From an optimization exercise on the open Yosys and OpenROAD flow, aimed at small area, a short achievable clock period and few clock cycles per item; shortcuts taken in it are not production practice. At most, simulation tests tie the RTL to the original design; equivalence was not proved. Power and IR drop assume default switching activity.

Design vesc_fext, start of the top module:
module vesc_fext (
    input  wire       clk,
    input  wire       rst,
    input  wire       in_valid,
    input  wire [7:0] in_data,
    input  wire       in_last,
    output wire       in_ready,
    output wire       out_valid,
    output wire [7:0] out_data,
    output wire       out_last,
    output wire       out_found,
    output wire [6:0] out_len,
    input  wire       out_ready
);
==> flow/config.mk <==
export PLATFORM = sky130hd
export DESIGN_NAME = vesc_fext
export DESIGN_NICKNAME = vesc_fext
export VERILOG_FILES = /design/flow/design.v
export SDC_FILE = /design/flow/constraint.sdc
export NUM_CORES = 4
export LEC_CHECK = 0
export CAP_MARGIN = 20
export CORE_MARGIN = 2
export CORE_UTILIZATION = 40
export SLEW_MARGIN = 20
==> flow/constraint.sdc <==
create_clock -name core_clock -period 10.0 [get_ports {clk}]
set_input_delay 2.0000 -clock core_clock [delete_from_list [all_inputs] [get_ports {clk}]]
set_output_delay 2.0000 -clock core_clock [all_outputs]
set_load 0.01 [all_outputs]
run.sh (not shown) runs the stock make flow with config.mk's settings and CLKGATE_MAP_FILE= SYNTH_SCRIPT=/design/flow/synth_recipe.tcl, a recipe that flattens the netlist after the stock synthesis.
The starting point completed without violations.
Rerun with:
--- a/flow/config.mk
+++ b/flow/config.mk
@@ -9,3 +9,5 @@
 export CORE_MARGIN = 2
-export CORE_UTILIZATION = 40
+export CORE_UTILIZATION = 65
+export CTS_BUF_LIST = sky130_fd_sc_hd__clkbuf_8 sky130_fd_sc_hd__clkbuf_4
+export CTS_CLUSTER_SIZE = 25
 export SLEW_MARGIN = 20
What happened:
- setup slack is better by 140 ps
- synthesized cell count stays the same
- clock power went down by 6.8%
- die area decreases by 38%
- sequential power barely changes
- area after synthesis is unchanged
- global-route usage went up by 8.0 points
- total power came out lower by 3.0%
No run of this note included a check of the RTL's function; only the layout flow was run.


== main ==
Another version of the RTL of vesc_fext (not shown whole).
Size: roughly 2200 cells after synthesis, roughly 32 I/O pins, roughly 34000 µm² of cells after synthesis.
clock: 10.0 ns
lec_check: 0
cap_margin: 20
core_margin: 2
core_utilization: 40
cts_cluster_diameter: 64
cts_cluster_size: 36
slew_margin: 20
standard.sh (not shown) runs the stock make flow with config.mk's settings and CLKGATE_MAP_FILE= SYNTH_SCRIPT=/design/flow/synth_recipe.tcl, a recipe that flattens the netlist after the stock synthesis.
==> flow/flow/run.sh <==
#!/bin/bash
# Standard layout (standard.sh: the standard flow's synthesis and ORFS flow, unchanged),
# with two repair settings of ORFS passed through the environment:
#  - port buffers use buf_4 instead of the default pick, and
#  - repair_timing aims for a setup slack margin of 7 ns.
# The full make output goes to standard.log here; ORFS's per-step logs are
# under orfs/logs/.
set -euo pipefail
export BUFFER_PORTS_ARGS="-buffer_cell sky130_fd_sc_hd__buf_4"
export SETUP_SLACK_MARGIN=7
bash standard.sh > standard.log 2>&1
main did not stop at any stage, and its layout met the timing, DRC and antenna checks.
Testbench counts of main, summed over its fixed seeds: cycles 93,964, items 1,280.
#### Input delta (the feature branch over main)
-- flow/config.mk --
<<< main, line 11
export CTS_CLUSTER_DIAMETER = 64
export CTS_CLUSTER_SIZE = 36
>>> the feature branch, line 11
export CTS_CLUSTER_DIAMETER = 60
export CTS_CLUSTER_SIZE = 32
==> comparison <==
Of the feature branch and main, the run reporting the higher wire length of the first global-routing pass was the feature branch. Re initial antenna violation count: no difference whatsoever between the feature branch and main. Looking at the feature branch and main, the wire length is a wash. Delta (the feature branch minus main): worst hold slack -0.0095 ns, final cycle utilization of the critical path ~0 delta, worst setup margin ~0 delta.


Another version of the RTL of vesc_fext (not shown whole).
For scale: roughly 1300 flip-flops, roughly 32 I/O pins, roughly 34000 sq um of cells after synthesis.
clock: 10.0 ns
lec_check: 0
cap_margin: 20
core_margin: 2
core_utilization: 40
cts_cluster_diameter: 60
cts_cluster_size: 32
slew_margin: 20
Scripts as last shown in full above: flow/flow/run.sh
Testbench counts at the start, summed over its fixed seeds: cycles 93,964, items 1,280.
Edit:
==> flow/flow/run.sh (replaced) <==
#!/bin/bash
# Standard layout (standard.sh: the standard flow's synthesis and ORFS flow, unchanged),
# with two repair settings of ORFS passed through the environment:
#  - port buffers use buf_4 instead of the default pick, and
#  - repair_timing aims for a setup slack margin of 6.5 ns.
# The full make output goes to standard.log here; ORFS's per-step logs are
# under orfs/logs/.
set -euo pipefail
export BUFFER_PORTS_ARGS="-buffer_cell sky130_fd_sc_hd__buf_4"
export SETUP_SLACK_MARGIN=6.5
bash standard.sh > standard.log 2>&1
=>
- The changed run went through all stages and came out clean
- non-clock buffer count is lower by 8
- setup slack is worse by 8.7 ps
- routed wire length is higher slightly
- final cell count hardly moves
- area after synthesis stays the same
- sequential power is about the same
- combinational power is lower by a few percent
- hold slack is worse by 12 ps
- clock-buffer cell count is higher by 10
- cell area is about the same
- clock skew barely changes


Another version of the RTL of vesc_fext (not shown whole).
For scale: roughly 2,200 cells after synthesis.
Settings: LEC_CHECK=0, ABC_CLOCK_PERIOD_IN_PS=4000, CAP_MARGIN=20, CORE_MARGIN=2, CORE_UTILIZATION=65, SETUP_SLACK_MARGIN=5, SLEW_MARGIN=20; clock period 10.0 ns.
run.sh (not shown) runs the stock make flow with config.mk's settings and CLKGATE_MAP_FILE= SYNTH_SCRIPT=/design/flow/synth_recipe.tcl, a recipe that flattens the netlist after the stock synthesis.
Stock flow here: none of the scripts above is used.
The first run produced a clean layout.
Rerun with:
- ABC_CLOCK_PERIOD_IN_PS: 4000 -> unset
- CORE_UTILIZATION: 65 -> 40
- SETUP_SLACK_MARGIN: 5 -> unset
Result: The changed run finished with timing, DRC and antenna clean; global-route usage went down by 8.8 points; worst setup slack loses 0.51 ns; clock power hardly moves; cell area went up slightly.
Rerun with:
- CORE_UTILIZATION: 40 -> 65
- SETUP_SLACK_MARGIN: unset -> 5
=> Maximum frequency climbs by 11%; combinational power stays flat; sequential power hardly moves; wire length came out higher by 8.8%; hold slack gains 0.0044 ns; via count barely changes; clock skew increases by 0.022 ns; design area shrinks by 1.4%; non-clock buffer count rose by 4; global-route usage climbs by 8.8 points.
Rerun with:
- CTS_CLUSTER_DIAMETER: unset -> 60
- CTS_CLUSTER_SIZE: unset -> 32
- SETUP_SLACK_MARGIN: 5 -> unset
Routed wire length came out lower by 9.4%.
Count of clock-buffer cells in the layout came out lower by 93.
Cell count came out lower by 4.1%.
Sequential power barely changes.
Cell area came out lower by 5.7%.
Combinational power stays flat.
Die area does not change.
Area after synthesis is unchanged.
Register-to-register slack degrades by 0.83 ns.
Worst hold slack improves by 0.0093 ns.
No run of this note included a check of the RTL's function; only the layout flow was run.


== rev 12 ==
Another version of the RTL of vesc_fext (not shown whole).
For scale: ~2500 cells after synthesis, about 32 I/O pins.
==> flow/design.v (excerpt) <==
module vesc_fext (
    input  wire       clk,
    input  wire       rst,
    input  wire       in_valid,
    input  wire [7:0] in_data,
    input  wire       in_last,
    output wire       in_ready,
    output wire       out_valid,
    output wire [7:0] out_data,
    output wire       out_last,
    output wire       out_found,
    output wire [6:0] out_len,
    input  wire       out_ready
);
export LEC_CHECK = 0
export CAP_MARGIN = 20
export CORE_MARGIN = 2
export CORE_UTILIZATION = 65
export SLEW_MARGIN = 20
create_clock -name core_clock -period 10.0 [get_ports {clk}]
Having completed the whole flow, rev 12 delivered a layout that passed the timing, DRC and antenna checks.
diff inputs: rev 12 => rev 13
- CORE_UTILIZATION: 65 -> 40
Compared with rev 12, in rev 13 number of routed nets with antenna violations level; half-perimeter wire length of the detailed placement result moved up; fraction of layout cells with a size suffix above 1 moved down; clock latency reported for the late side of the worst-skew pair level; sequential share of layout area moved down.
Worst path setup slack after routing delta (rev 13 -> rev 12): insignificant
On rev 13: share of the final layout cell area in multi-input gates is 0.28 points lower than what rev 12 gave.
Taking rev 13 as 1.0, rev 12 lands at 0.881 on total instance count after detailed placement.
No functional check of the RTL was part of any run of this note.


## P
Another version of the RTL of vesc_fext (not shown whole).
Size: about 2300 cells after synthesis, ~1300 flip-flops, about 32 I/O pins.
==> flow/design.v (excerpt) <==
module vesc_fext (
    input  wire       clk,
    input  wire       rst,
    input  wire       in_valid,
    input  wire [7:0] in_data,
    input  wire       in_last,
    output wire       in_ready,
    output wire       out_valid,
    output wire [7:0] out_data,
    output wire       out_last,
    output wire       out_found,
    output wire [6:0] out_len,
    input  wire       out_ready
);
    function [15:0] crc_step;
        input [15:0] c;
        input [7:0]  b;
        reg   [15:0] t;
        begin
            t = {c[7:0], c[15:8]};
            t = t ^ {8'h00, b};
            t = t ^ {12'h000, t[7:4]};
            t = t ^ {t[3:0], 12'h000};
            t = t ^ {3'b000, t[7:0], 5'b00000};
            crc_step = t;
        end
    endfunction
    reg  [1023:0] ring;
    reg  [6:0]    T, T1;     
    wire [7:0]    r127 = ring[1023:1016];
    wire [7:0]    r126 = ring[1015:1008];
    wire [7:0]    tap  = ring[1007:1000];
    reg        iv;           
    reg        iw;           
    reg        ie;           
    reg        il;           
    reg [7:0]  id;
    always @(posedge clk)
        ring <= {ring[1015:0], iw ? id : r127};
    reg        dv;           
    reg        dbig, dovf;
    reg        bf;           
    reg [6:0]  bL, bp;
    wire       rescan = dv & dovf & ~bf & ~dbig;
    wire       push   = dv & ~rescan;
    wire       pfound = bf & ~dbig;
    wire [6:0] pL     = pfound ? bL : 7'd0;
    wire       pF     = pfound & (bL != 7'd0);
    reg [3:0]  v;            
    reg [3:0]  qf, qF;       
    reg [6:0]  qL0, qL1, qL2, qL3;
    reg [6:0]  qp0, qp1, qp2, qp3;
    reg [3:0]  mr;           
    reg [6:0]  left;         
    reg        lz;           
    reg        ov;           
    reg        sv;           
    wire       F0 = v[0] & qF[0];
    wire       F1 = v[1] & qF[1];
    wire       F2 = v[2] & qF[2];
    wire       F3 = v[3] & qF[3];
    wire       avail = v[0] & (~qF[0] | mr[0]);
    wire       lastb = ~qF[0] | lz;
    wire       take  = ~sv & avail;
    wire       pop   = take & lastb;
    wire       cap   = take & F0;
    wire       busyT = F0 ? mr[0] : F1 ? mr[1] : F2 ? mr[2] : F3 & mr[3];
    wire       sfree = ~busyT | cap;
    reg        in_ready_r;
    reg        inbuf;        
    reg [6:0]  nb;           
  ...
Settings: LEC_CHECK=0, CAP_MARGIN=20, CORE_MARGIN=2, CORE_UTILIZATION=40, CTS_CLUSTER_DIAMETER=60, CTS_CLUSTER_SIZE=32, SETUP_SLACK_MARGIN=5, SLEW_MARGIN=20; clock period 10.0 ns.
Testbench counts of P, summed over its fixed seeds: cycles 93,964, items 1,280.
diff inputs: P => Q
# P
export LEC_CHECK = 0
export CAP_MARGIN = 20
export CORE_MARGIN = 2
export CORE_UTILIZATION = 40
export CTS_CLUSTER_DIAMETER = 60
export CTS_CLUSTER_SIZE = 32
export SETUP_SLACK_MARGIN = 5
export SLEW_MARGIN = 20
create_clock -name core_clock -period 10.0 [get_ports {clk}]
# Q
export LEC_CHECK = 0
export CAP_MARGIN = 20
export CORE_MARGIN = 2
export CORE_UTILIZATION = 40
export CTS_CLUSTER_DIAMETER = 60
export CTS_CLUSTER_SIZE = 32
export SLEW_MARGIN = 20
create_clock -name core_clock -period 10.0 [get_ports {clk}]
==> flow/flow/run.sh (new file) <==
#!/bin/bash
# Standard layout (standard.sh: the standard flow's synthesis and ORFS flow, unchanged),
# with two repair settings of ORFS passed through the environment:
#  - port buffers use buf_4 instead of the default pick, and
#  - repair_timing aims for a setup slack margin of 6.5 ns.
# The full make output goes to standard.log here; ORFS's per-step logs are
# under orfs/logs/.
set -euo pipefail
export BUFFER_PORTS_ARGS="-buffer_cell sky130_fd_sc_hd__buf_4"
export SETUP_SLACK_MARGIN=6.5
bash standard.sh > standard.log 2>&1
==> flow/standard.sh (new file) <==
#!/bin/bash
# synth_recipe.tcl (not shown) runs the flow's synth.tcl, then flattens the netlist and writes it again
# the make line also repeats each setting of config.mk as NAME=value (left out here)
make -C /OpenROAD-flow-scripts/flow DESIGN_CONFIG=/design/flow/config.mk WORK_HOME=/design/flow/orfs CLKGATE_MAP_FILE= SYNTH_SCRIPT=/design/flow/synth_recipe.tcl "${@:-finish}"
removed: flow/run.sh
==> comparison <==
- For Q, the destination of the critical timing path was qp2[0], unlike P, where it was out_valid.
- Going from P to Q, total power shrank slightly.
- Delta (Q minus P): final critical-path share of the clock period went down, utilization went down.
- When Q is measured against P, its fmax turns out about 9% higher.
- Against P, Q comes in 1.1 points lower on clock power share.

[afterwards: timing with drivers on the ports]
In the flow no input, the clock included, has a driving cell. The finished layouts below were timed again as built, in two steps. Step 1 (the two cells are an assumption about what drives the block):
set clk [get_ports {clk}]
set_driving_cell -lib_cell sky130_fd_sc_hd__clkbuf_16 $clk
set_driving_cell -lib_cell sky130_fd_sc_hd__buf_2 [delete_from_list [all_inputs] $clk]
Step 2 also shifts input and output timing later by t, the mid clock arrival at the registers, as if the neighbouring blocks saw the same clock. Three values: ideal ports, drivers, drivers and shift; two values: the first two.
| run | shift t [ns] | slack for setup (ns) | hold slack, ns |
|---|---|---|---|
| the first run of note 1 | 0.732 | 4.729 / 4.766 / 4.033 | 0.278 / 0.278 / 0.278 |
| the second run of note 1 | 0.840 | 4.868 / 4.898 / 4.058 | 0.307 / 0.307 / 0.307 |
| main | 0.686 | 6.799 / 6.752 / 6.139 | 0.305 / 0.305 / 0.305 |
| the feature branch | 0.703 | 6.802 / 6.740 / 6.162 | 0.295 / 0.295 / 0.295 |
| the first run of note 3 | 0.691 | 6.796 / 6.733 / 6.419 | 0.312 / 0.312 / 0.312 |
| the second run of note 3 | 0.686 | 6.788 / 6.724 / 6.186 | 0.301 / 0.301 / 0.301 |
| the first run of note 4 | 0.704 | 5.348 / 5.376 / 4.673 | 0.316 / 0.316 / 0.316 |
| the second run of note 4 | 0.717 | 4.833 / 4.865 / 4.148 | 0.311 / 0.311 / 0.311 |
| the third run of note 4 | 0.704 | 5.348 / 5.376 / 4.673 | 0.316 / 0.316 / 0.316 |
| the fourth run of note 4 | 0.690 | 4.041 / 4.064 / 3.374 | 0.325 / 0.325 / 0.325 |
| rev 12 | 0.726 | 4.076 / 4.076 / 4.076 | 0.300 / 0.300 / 0.300 |
| rev 13 | 0.726 | 4.073 / 4.073 / 4.073 | 0.312 / 0.312 / 0.312 |
| P | 0.693 | 6.452 / 6.386 / 5.835 | 0.307 / 0.307 / 0.307 |
| Q | 0.692 | 6.755 / 6.708 / 6.209 | 0.302 / 0.302 / 0.302 |
After both steps every run listed still meets setup and hold. For the second run of note 1, which loses most, drivers alone change the setup slack by +0.030 ns; drivers and shift together by -0.810 ns.
